This design comes from an exercise in tuning for small area, a short achievable clock period and few clock cycles on the open sky130 flow, not from production work.
Only simulation tests tie the RTL to the original design; equivalence was not proved.
Power is estimated from default activity; no workload was simulated.

==> flow/run.sh <==
#!/bin/bash
# synth_recipe.tcl (not shown) runs the flow's synth.tcl, then flattens the netlist and writes it again
# the make line also repeats each setting of config.mk as NAME=value (left out here)
make -C /OpenROAD-flow-scripts/flow DESIGN_CONFIG=/design/flow/config.mk WORK_HOME=/design/flow/orfs CLKGATE_MAP_FILE= SYNTH_SCRIPT=/design/flow/synth_recipe.tcl finish
==> flow/config.mk <==
export PLATFORM = sky130hd
export DESIGN_NAME = pcx2sms_core
export DESIGN_NICKNAME = pcx2sms_core
export VERILOG_FILES = /design/flow/design.v
export SDC_FILE = /design/flow/constraint.sdc
export NUM_CORES = 4
export LEC_CHECK = 0
export CAP_MARGIN = 20
export CORE_MARGIN = 2
export CORE_UTILIZATION = 40
export SLEW_MARGIN = 20
==> flow/constraint.sdc <==
create_clock -name core_clock -period 8.0 [get_ports {clk}]
set_input_delay 1.6000 -clock core_clock [delete_from_list [all_inputs] [get_ports {clk}]]
set_output_delay 1.6000 -clock core_clock [all_outputs]
set_load 0.01 [all_outputs]
==> flow/design.v <==
module pcx2sms_core (
    input  wire         clk,
    input  wire         rst,
    input  wire         host_we,
    input  wire [3:0]   host_addr,
    input  wire [31:0]  host_wdata,
    output reg  [31:0]  host_rdata,
    input  wire [1:0]   buf_sel,
    input  wire [6:0]   buf_idx,
    output reg  [7:0]   buf_rdata,
    output wire         sr_req,
    input  wire         sr_ack,
    input  wire         sr_err,
    input  wire [4:0]   sr_n,
    input  wire [127:0] sr_data
);
    localparam ST_IDLE = 2'd0, ST_READY = 2'd1, ST_BUSY = 2'd2, ST_ERROR = 2'd3;
    localparam C_NOP = 4'd0, C_START = 4'd1, C_PACK = 4'd2, C_DECODE = 4'd3, C_FILL = 4'd4;
    localparam E_TRUNC = 4'd1, E_OVERRUN = 4'd2, E_DIM = 4'd3, E_IO = 4'd4,
               E_SEQ = 4'd5, E_ILLEGAL = 4'd6;
    localparam MD_DECODE = 2'd0, MD_FILL = 2'd1, MD_PACK = 2'd2;
    reg  [1:0]  state;
    reg         cmd_ignored;
    reg  [3:0]  err_code;
    reg  [31:0] err_offset;      
    reg  [31:0] width_reg;
    reg  [31:0] w_latched;
    reg  [31:0] in_offset;
    reg  [31:0] refill_count;
    reg  [4:0]  in_cursor;
    reg  [4:0]  in_filled;
    reg         eos;
    reg  [7:0]  run_value;
    reg  [5:0]  run_length;
    reg  [5:0]  sl_cursor;
    reg         rd_pend;         
    reg         need;            
    reg  [1:0]  mode;
    reg         copy;            
    reg  [2:0]  row;
    reg         pend_mk;         
    reg  [5:0]  pend_len;
    reg         ovr_pend;        
    reg  [7:0]  sh_value;        
    reg  [5:0]  sh_length;       
    reg  [5:0]  sh_cursor;
    reg  [127:0]  win;
    reg  [255:0]  scan;
    reg  [1023:0] tile;
    wire [5:0]  w6 = w_latched[5:0];
    wire        wreg_legal = (width_reg[31:6] == 26'd0) && (width_reg[2:0] == 3'd0) &&
                             (width_reg[5:0] != 6'd0) && (width_reg[5:0] <= 6'd32);
    assign sr_req = (state == ST_BUSY) && rd_pend;
    wire        ctrl_wr  = host_we && (host_addr == 4'd0);
    wire [3:0]  cmd      = host_wdata[3:0];
    wire        illegal  = (host_wdata[31:4] != 28'd0) || (cmd >= 4'd5);
    wire        busy   = (state == ST_BUSY);
    wire        ack    = busy && rd_pend && sr_ack;
    wire        io_err = ack && sr_err;
    wire        wack   = ack && !sr_err;
    wire [4:0]  v_fill = wack ? sr_n : in_filled;
    wire [4:0]  v_cur  = wack ? 5'd0 : in_cursor;
    wire [4:0]  avail  = v_fill - v_cur;
    wire        av1    = (avail != 5'd0);
    wire        av2    = (avail[4:1] != 4'd0);
    wire [3:0]  c1     = in_cursor[3:0] + 4'd1;
    wire [7:0]  b0     = wack ? sr_data[7:0]  : win[{in_cursor[3:0], 3'b000} +: 8];
    wire [7:0]  b1     = wack ? sr_data[15:8] : win[{c1, 3'b000} +: 8];
    wire [7:0]  scan_b = scan[{sl_cursor[4:0], 3'b000} +: 8];
    wire        go      = busy && need && (!rd_pend || wack) && !ovr_pend;
    wire        marker  = (b0[7:6] == 2'b11);
    reg         trunc;           
    reg  [1:0]  k;               
    reg         complete;        
    reg         split;           
    reg  [5:0]  c_len;
    reg  [7:0]  c_val;
    always @(*) begin
        trunc = 1'b0; k = 2'd0; complete = 1'b0; split = 1'b0;
        c_len = pend_len; c_val = b0;
        if (go && !copy) begin
            if (!av1) begin
                trunc = 1'b1;
            end else if (pend_mk) begin
                k = 2'd1; complete = 1'b1;
            end else if (!marker) begin
                k = 2'd1; complete = 1'b1; c_len = 6'd1;
            end else if (av2) begin
                k = 2'd2; complete = 1'b1; c_len = b0[5:0]; c_val = b1;
            end else begin
                k = 2'd1; split = 1'b1;
            end
        end
    end
    wire        cp_step  = go && copy;
    wire        sl_code  = complete && (mode != MD_DECODE);
    wire [5:0]  e_len    = cp_step ? 6'd1 : c_len;
    wire [7:0]  e_val    = cp_step ? scan_b : c_val;
    wire [6:0]  e_end    = {1'b0, sl_cursor} + {1'b0, e_len};
    wire        overrun  = sl_code && (e_end > {1'b0, w6});
    wire        emit     = (sl_code && !overrun) || cp_step;
    wire        row_end  = (e_end[5:0] == w6);
    wire        we_scan  = emit && !cp_step;
    wire        we_tile  = emit && (mode == MD_PACK);
    wire [4:0]  new_cur  = v_cur + {3'd0, k};
    wire        refill   = (k != 2'd0) && (new_cur == v_fill);
    reg  [31:0] mask;
    integer x;
    always @(*)
        for (x = 0; x < 32; x = x + 1)
            mask[x] = (x >= sl_cursor) && (x < e_end);
    integer i, r, p;
    always @(posedge clk) begin
        if (rst) begin
            state        <= ST_IDLE;
            cmd_ignored  <= 1'b0;
            err_code     <= 4'd0;
            err_offset   <= 32'd0;
            width_reg    <= 32'd0;
            w_latched    <= 32'd0;
            in_offset    <= 32'd0;
            refill_count <= 32'd0;
            in_cursor    <= 5'd0;
            in_filled    <= 5'd0;
            eos          <= 1'b0;
            run_value    <= 8'd0;
            run_length   <= 6'd0;
            sl_cursor    <= 6'd0;
            rd_pend      <= 1'b0;
            need         <= 1'b0;
            mode         <= MD_DECODE;
            copy         <= 1'b0;
            row          <= 3'd0;
            pend_mk      <= 1'b0;
            pend_len     <= 6'd0;
            ovr_pend     <= 1'b0;
            sh_value     <= 8'd0;
            sh_length    <= 6'd0;
            sh_cursor    <= 6'd0;
        end else begin
            if (host_we && host_addr == 4'd2)
                width_reg <= host_wdata;
            if (ctrl_wr) begin
                if (state == ST_BUSY) begin
                    cmd_ignored <= 1'b1;
                end else if (state == ST_ERROR && (illegal || (cmd != C_NOP && cmd != C_START))) begin
                    cmd_ignored <= 1'b1;
                end else if (illegal) begin
                    err_code   <= E_ILLEGAL;
                    err_offset <= in_offset;
                    state      <= ST_ERROR;
                end else if (state == ST_IDLE && cmd != C_NOP && cmd != C_START) begin
                    err_code   <= E_SEQ;
                    err_offset <= in_offset;
                    state      <= ST_ERROR;
                end else begin
                    case (cmd)
                        C_START: begin
                            err_code     <= wreg_legal ? 4'd0 : E_DIM;
                            err_offset   <= 32'd0;
                            cmd_ignored  <= 1'b0;
                            in_cursor    <= 5'd0;
                            in_filled    <= 5'd0;
                            eos          <= 1'b0;
                            in_offset    <= 32'd0;
                            refill_count <= wreg_legal ? 32'd1 : 32'd0;
                            run_value    <= 8'd0;
                            run_length   <= 6'd0;
                            sl_cursor    <= wreg_legal ? width_reg[5:0] : 6'd0;
                            w_latched    <= width_reg;
                            state        <= wreg_legal ? ST_BUSY : ST_ERROR;
                            rd_pend      <= wreg_legal;
                            need         <= 1'b0;
                            pend_mk      <= 1'b0;
                            ovr_pend     <= 1'b0;
                            sh_value     <= 8'd0;
                            sh_length    <= 6'd0;
                            sh_cursor    <= width_reg[5:0];
                        end
                        C_PACK: begin
                            state     <= ST_BUSY;
                            need      <= 1'b1;
                            mode      <= MD_PACK;
                            row       <= 3'd0;
                            copy      <= (sl_cursor != w6);
                            if (sl_cursor == w6)
                                sl_cursor <= 6'd0;
                        end
                        C_DECODE: begin
                            state <= ST_BUSY;
                            need  <= 1'b1;
                            mode  <= MD_DECODE;
                        end
                        C_FILL: begin
                            state     <= ST_BUSY;
                            need      <= 1'b1;
                            mode      <= MD_FILL;
                            copy      <= 1'b0;
                            sl_cursor <= 6'd0;
                        end
                        default: ;   
                    endcase
                end
            end
            if (busy) begin
                if (io_err) begin
                    err_code   <= E_IO;
                    err_offset <= in_offset;
                    state      <= ST_ERROR;
                    rd_pend    <= 1'b0;
                    run_value  <= sh_value;
                    run_length <= sh_length;
                    sl_cursor  <= sh_cursor;
                end else begin
                    if (wack) begin
                        win       <= sr_data;
                        in_filled <= sr_n;
                        in_cursor <= 5'd0;
                        eos       <= (sr_n == 5'd0);
                    end
                    if (k != 2'd0) begin
                        in_cursor <= new_cur;
                        in_offset <= in_offset + {30'd0, k};
                    end
                    if (refill) begin
                        refill_count <= refill_count + 32'd1;
                        sh_value     <= run_value;
                        sh_length    <= run_length;
                        sh_cursor    <= sl_cursor;
                    end
                    if (split) begin
                        pend_mk    <= 1'b1;
                        pend_len   <= b0[5:0];
                        err_offset <= in_offset;
                    end
                    if (complete) begin
                        pend_mk    <= 1'b0;
                        run_value  <= c_val;
                        run_length <= c_len;
                        if (!pend_mk)
                            err_offset <= in_offset;
                    end
                    if (wack && ovr_pend) begin
                        err_code <= E_OVERRUN;
                        state    <= ST_ERROR;
                        rd_pend  <= 1'b0;
                    end else if (trunc) begin
                        err_code   <= E_TRUNC;
                        err_offset <= in_offset;
                        state      <= ST_ERROR;
                    end else if (overrun) begin
                        if (refill) begin
                            ovr_pend <= 1'b1;
                            rd_pend  <= 1'b1;
                        end else begin
                            err_code <= E_OVERRUN;
                            state    <= ST_ERROR;
                        end
                    end else begin
                        if (complete && mode == MD_DECODE)
                            need <= 1'b0;
                        if (emit) begin
                            sl_cursor <= e_end[5:0];
                            if (row_end) begin
                                if (mode == MD_FILL) begin
                                    sl_cursor <= 6'd0;
                                    need      <= 1'b0;
                                end else if (row == 3'd7) begin
                                    need      <= 1'b0;
                                end else begin
                                    sl_cursor <= 6'd0;
                                    row       <= row + 3'd1;
                                    copy      <= 1'b0;
                                end
                            end
                        end
                        rd_pend <= refill || (rd_pend && !wack);
                        if (!refill && !(rd_pend && !wack) &&
                            !(need && !(complete && mode == MD_DECODE) &&
                              !(emit && row_end && (mode == MD_FILL || row == 3'd7))))
                            state <= ST_READY;
                    end
                end
            end
        end
    end
    always @(posedge clk) begin
        for (x = 0; x < 32; x = x + 1) begin
            if (we_scan && mask[x])
                scan[8*x +: 8] <= e_val;
            for (r = 0; r < 8; r = r + 1)
                if (we_tile && mask[x] && row == r)
                    for (p = 0; p < 4; p = p + 1)
                        tile[8*((x/8)*32 + r*4 + p) + 7 - (x%8)] <= e_val[p];
        end
    end
    always @(*) begin
        case (host_addr)
            4'd1:    host_rdata = {24'd0, err_code, 1'b0, cmd_ignored, state};
            4'd2:    host_rdata = width_reg;
            4'd3:    host_rdata = w_latched;
            4'd4:    host_rdata = in_offset;
            4'd5:    host_rdata = {eos, 10'd0, in_filled, 11'd0, in_cursor};
            4'd6:    host_rdata = {18'd0, run_length, run_value};
            4'd7:    host_rdata = {26'd0, sl_cursor};
            4'd8:    host_rdata = (state == ST_ERROR) ? err_offset : 32'd0;
            4'd9:    host_rdata = refill_count;
            default: host_rdata = 32'd0;
        endcase
    end
    always @(*) begin
        case (buf_sel)
            2'd0:    buf_rdata = win[{buf_idx[3:0], 3'b000} +: 8];
            2'd1:    buf_rdata = scan[{buf_idx[4:0], 3'b000} +: 8];
            2'd2:    buf_rdata = tile[{buf_idx, 3'b000} +: 8];
            default: buf_rdata = 8'd0;
        endcase
    end
endmodule
==> results.txt <==
## power groups by stage
stage	logic (uW)	clock network, uW	registers [uW]
after global placement	730	0	9350
after global routing	760	8520	9170
after detailed placement	729	0	9350
after floorplan	420	0	9350
after CTS	731	8200	9170
final	720	8060	9170
## cells by family after synthesis
kind of cell	after synthesis	share of synthesized area [%]
flops	1642	64.4
simple gates	1122	7.63
mux	685	19.9
compound gates	553	4.95
buf+inv	376	2.20
fa+ha+maj	32	0.590
xor+xnor	26	0.312
## cell usage in the layout, fill, tap and decap left out, drive strengths merged, types with 67 or more instances in the layout
cell type	synthesis	layout
nand2	358	358
dfxtp	234	234
o21ai	79	79
clkdlybuf4s50	0	217
clkbuf	217	216
nor2	347	347
mux4	610	610
buf	116	358
a21oi	230	231
edfxtp	1408	1408
clkinv	2	67
nand3	138	138
nor3	67	67
## timing repair
action                                  in CTS  in global routing
endpoints found under the setup margin       0                776
resized for setup                            0                 95
endpoints found under the hold margin        0                  0
## final cells by class
cell class,count,area (um^2)
clock buffer,215,4650
sequential,1642,47000
fill,15053,94400
timing repair buffer,576,5530
tap,2370,2970
multi-input combinational,2419,25200
inverter,43,163
clock inverter,94,1060
## metal layers
layer,up-vias,global-route usage (%),wire length [um]
met3,285,3.22,13300
met5,-,0,40
met2,1689,34.6,97000
met1,22906,29.4,83200
li1,18816,-,-
met4,6,5.73,4600
## worst register-to-register path, delay by kind of cell (launching register included)
kind | cells | cell delay, ns
mux | 1 | 0.20
xor+xnor | 1 | 0.18
fa+ha+maj | 5 | 1.48
buf+inv | 4 | 0.71
compound gates | 8 | 1.84
flops | 1 | 0.74
simple gates | 11 | 1.67
## final timing paths
check | start | to | cells after the start
min | w_latched[21] | w_latched[21] | 2
max | sr_err | tile[525] | 31
min reg2reg | w_latched[21] | w_latched[21] | 2
max reg2reg | state[1] | tile[525] | 30
## stage by stage
stage | util [%] | total power, uW | setup WS (ns) | hold slack [ns] | TNS, ns
detailed placement | 44.4 | 10100 | -0.565 | 0.444 | -419.27
CTS | 47.5 | 18100 | 0.281 | 0.453 | 0
global placement | 44.4 | 10100 | -0.469 | 0.438 | -327.46
finish | 47.8 | 18000 | 0.352 | 0.453 | 0
floorplan | - | 9770 | -0.223 | 0.431 | -31.24
global route | 47.8 | 18400 | -0.109 | 0.473 | -20.96
==> results_dict.tcl <==
set metrics [dict create \
    ys_top_cells_by_count "1408 x sky130_fd_sc_hd__edfxtp_1, 610 x sky130_fd_sc_hd__mux4_2, 356 x sky130_fd_sc_hd__nand2_1" \
    final_period_minus_worst_setup_slack_ns 7.65 \
    synth_area_per_cell_um2 16.4 \
    grt_first_pass_wirelength_mm 292 \
    final.setup_skew_ns 0.0446 \
    finalCritPeriodShare_pct 95.6 \
    setup_viol 0 \
    route.detailed.wl_per_inst_um 26.9 \
    place.gp.congestion 0.853 \
    fp.dieH_um 431 \
    clock_insertion_delay_worst_skew_ns 0.81 \
    yosys-top-cells-area "sky130_fd_sc_hd__edfxtp_1 58%, sky130_fd_sc_hd__mux4_2 19%, sky130_fd_sc_hd__dfxtp_1 6.4%, sky130_fd_sc_hd__nand2_1 1.8%, sky130_fd_sc_hd__a21oi_1 1.6%" \
    cts_buffer_depth 3 \
    postCtsSetupBuffers 0 \
    grtUsageTotal_pct 21.1 \
    first_global_vias 44120 \
    dr.pass1.iters 8 \
    grt_antenna_before_repair 11 \
    max_flop_register "tile" \
    drt_drc_violations_left 0 \
    timing_worst_setup_path_type "in -> reg" \
    wl_mm 198 \
    critPathMaxStageDelay_ns 0.65 \
    clock_tree.htree_level_count 4 \
    largest_reg_flops 1024 \
    most_instantiated_library_cell_after_synthesis "sky130_fd_sc_hd__edfxtp_1" \
    die_area_mm2 0.186 \
    synth_sequential_area_ratio_pct 64.4 \
    cap_violations 0 \
    timing.final.max_slew_violations 0 \
    timing.critical_path.buf_inv 5 \
    finish.instance_area_mm2 0.0865 \
    n_antenna_cell 0 \
    hpwl_reported_at_the_end_of_detailed_placement_mm 123 \
    syn_nets 4651 \
    power.net_switching_uw 3720 \
    synthCells 4436 \
    power.density_mw_per_mm2 207 \
    cts_root_buf "sky130_fd_sc_hd__clkbuf_16" \
    layout_net_count 5071 \
    dpl-instance-area_mm2 0.0803 \
    route.antenna.remaining_nets 0 \
    power.share.sequential_pct 51.1 \
    viasPerCell 5.94 \
    cts_bufs_inserted 174 \
    post_synthesis_cell_area_mm2 0.0729 \
    number_of_library_cell_types_mapped_by_synthesis 86 \
    ys_dominant_reg_cell "sky130_fd_sc_hd__edfxtp_1" \
    postSynthRegisterBits 1642 \
    outcome "finished clean" \
    timing.critical_path.max_delay_family "compound AO/OA/AOI/OAI gates" \
    ioPinCount 224 \
    synth-warning-count 1 \
    drive_above_1_share_pct 30.2 \
    route.vias.total 43702 \
    grt_setup_unrepaired "true" \
    critical_path_arrival_ns 8.17 \
    startpoint_type "input pin" \
    holdBufCountCts 0 \
    fmax_ghz 0.131 \
    max-vdd-ir-drop_v 0.000235 \
    yosys.area.top_type_share_pct 58.0 \
    power.switching_fraction_pct 20.7 \
    floorplan_core_area_mm2 0.181 \
    cts_num_sinks 1642 \
    max-slew-margin-rel_pct 25.0 \
    worst_path_most_repeated_cell "sky130_fd_sc_hd__ha_1" \
    largest_net_degree_at_the_start_of_global_routing 143 \
    timing.hold.worst.class "reg -> reg" \
    initialDrtViolationCount 4705 \
    fin_cells 7359 \
    leakage_uw 0.0268 \
    clock_tree_from_tritoncts "built" \
    crit_required_ns 8.52 \
    die-width_um 431 \
    grt-ovfl-total 0 \
    portBuffers 223 \
    worstPathMaxFanout 8 \
    async_flop_share_pct 0 \
    floorplan.initialDensity_pct 40.3 \
    areaGrowthSynthToFinish_pct 18.7 \
    worst_slew_pin_slew_ns 1.12 \
    p_comb_share_pct 4.0 \
    clkSlewWorstSetupHoldPaths_ns 0.06 \
    cpMaxStageDelayCell "sky130_fd_sc_hd__a21oi_4" \
    largest_registers "tile: 1024 flops, scan: 256 flops, win: 128 flops" \
    power.share.clock_pct 44.9 \
    synth_largest_area_cell "sky130_fd_sc_hd__edfxtp_1" \
    power_report.internal_total_uw 14200 \
    timing.critical_path.to_type "flip-flop" \
    synth_edf_count 1408 \
    placedCellCount 7048 \
    finalHoldViolCount 0 \
    fp-row-count 156 \
    slack_of_the_worst_reg_to_reg_path_ns 0.91 \
]
Testbench counts, summed over its fixed seeds: cycles 10,515.

==> re-timing with driven ports <==
In the flow no input, the clock included, has a driving cell. The finished layout below was timed again as built, in two steps. Step 1: set_driving_cell puts a clkbuf_16 on clk and a buf_2 on each other input, an assumption about the parent block. Step 2 times the ports against the registers' clock, not the clock port: input delays grow and output delays shrink by t, the midpoint of the rising clock arrivals with the driver on. Three values: ideal, step 1, step 2; two values: the first two.
shift t [ns]: 0.875
setup WS [ns]: 0.352 / 0.412 / -0.463
hold slack, ns: 0.453 / 0.453 / 0.453
worst slew at a driven data input, ns: 0.10
With both steps, setup timing fails in this run, where it was met with ideal ports. The setup slack of this run moves by +0.060 ns with the drivers and by -0.815 ns with both steps.
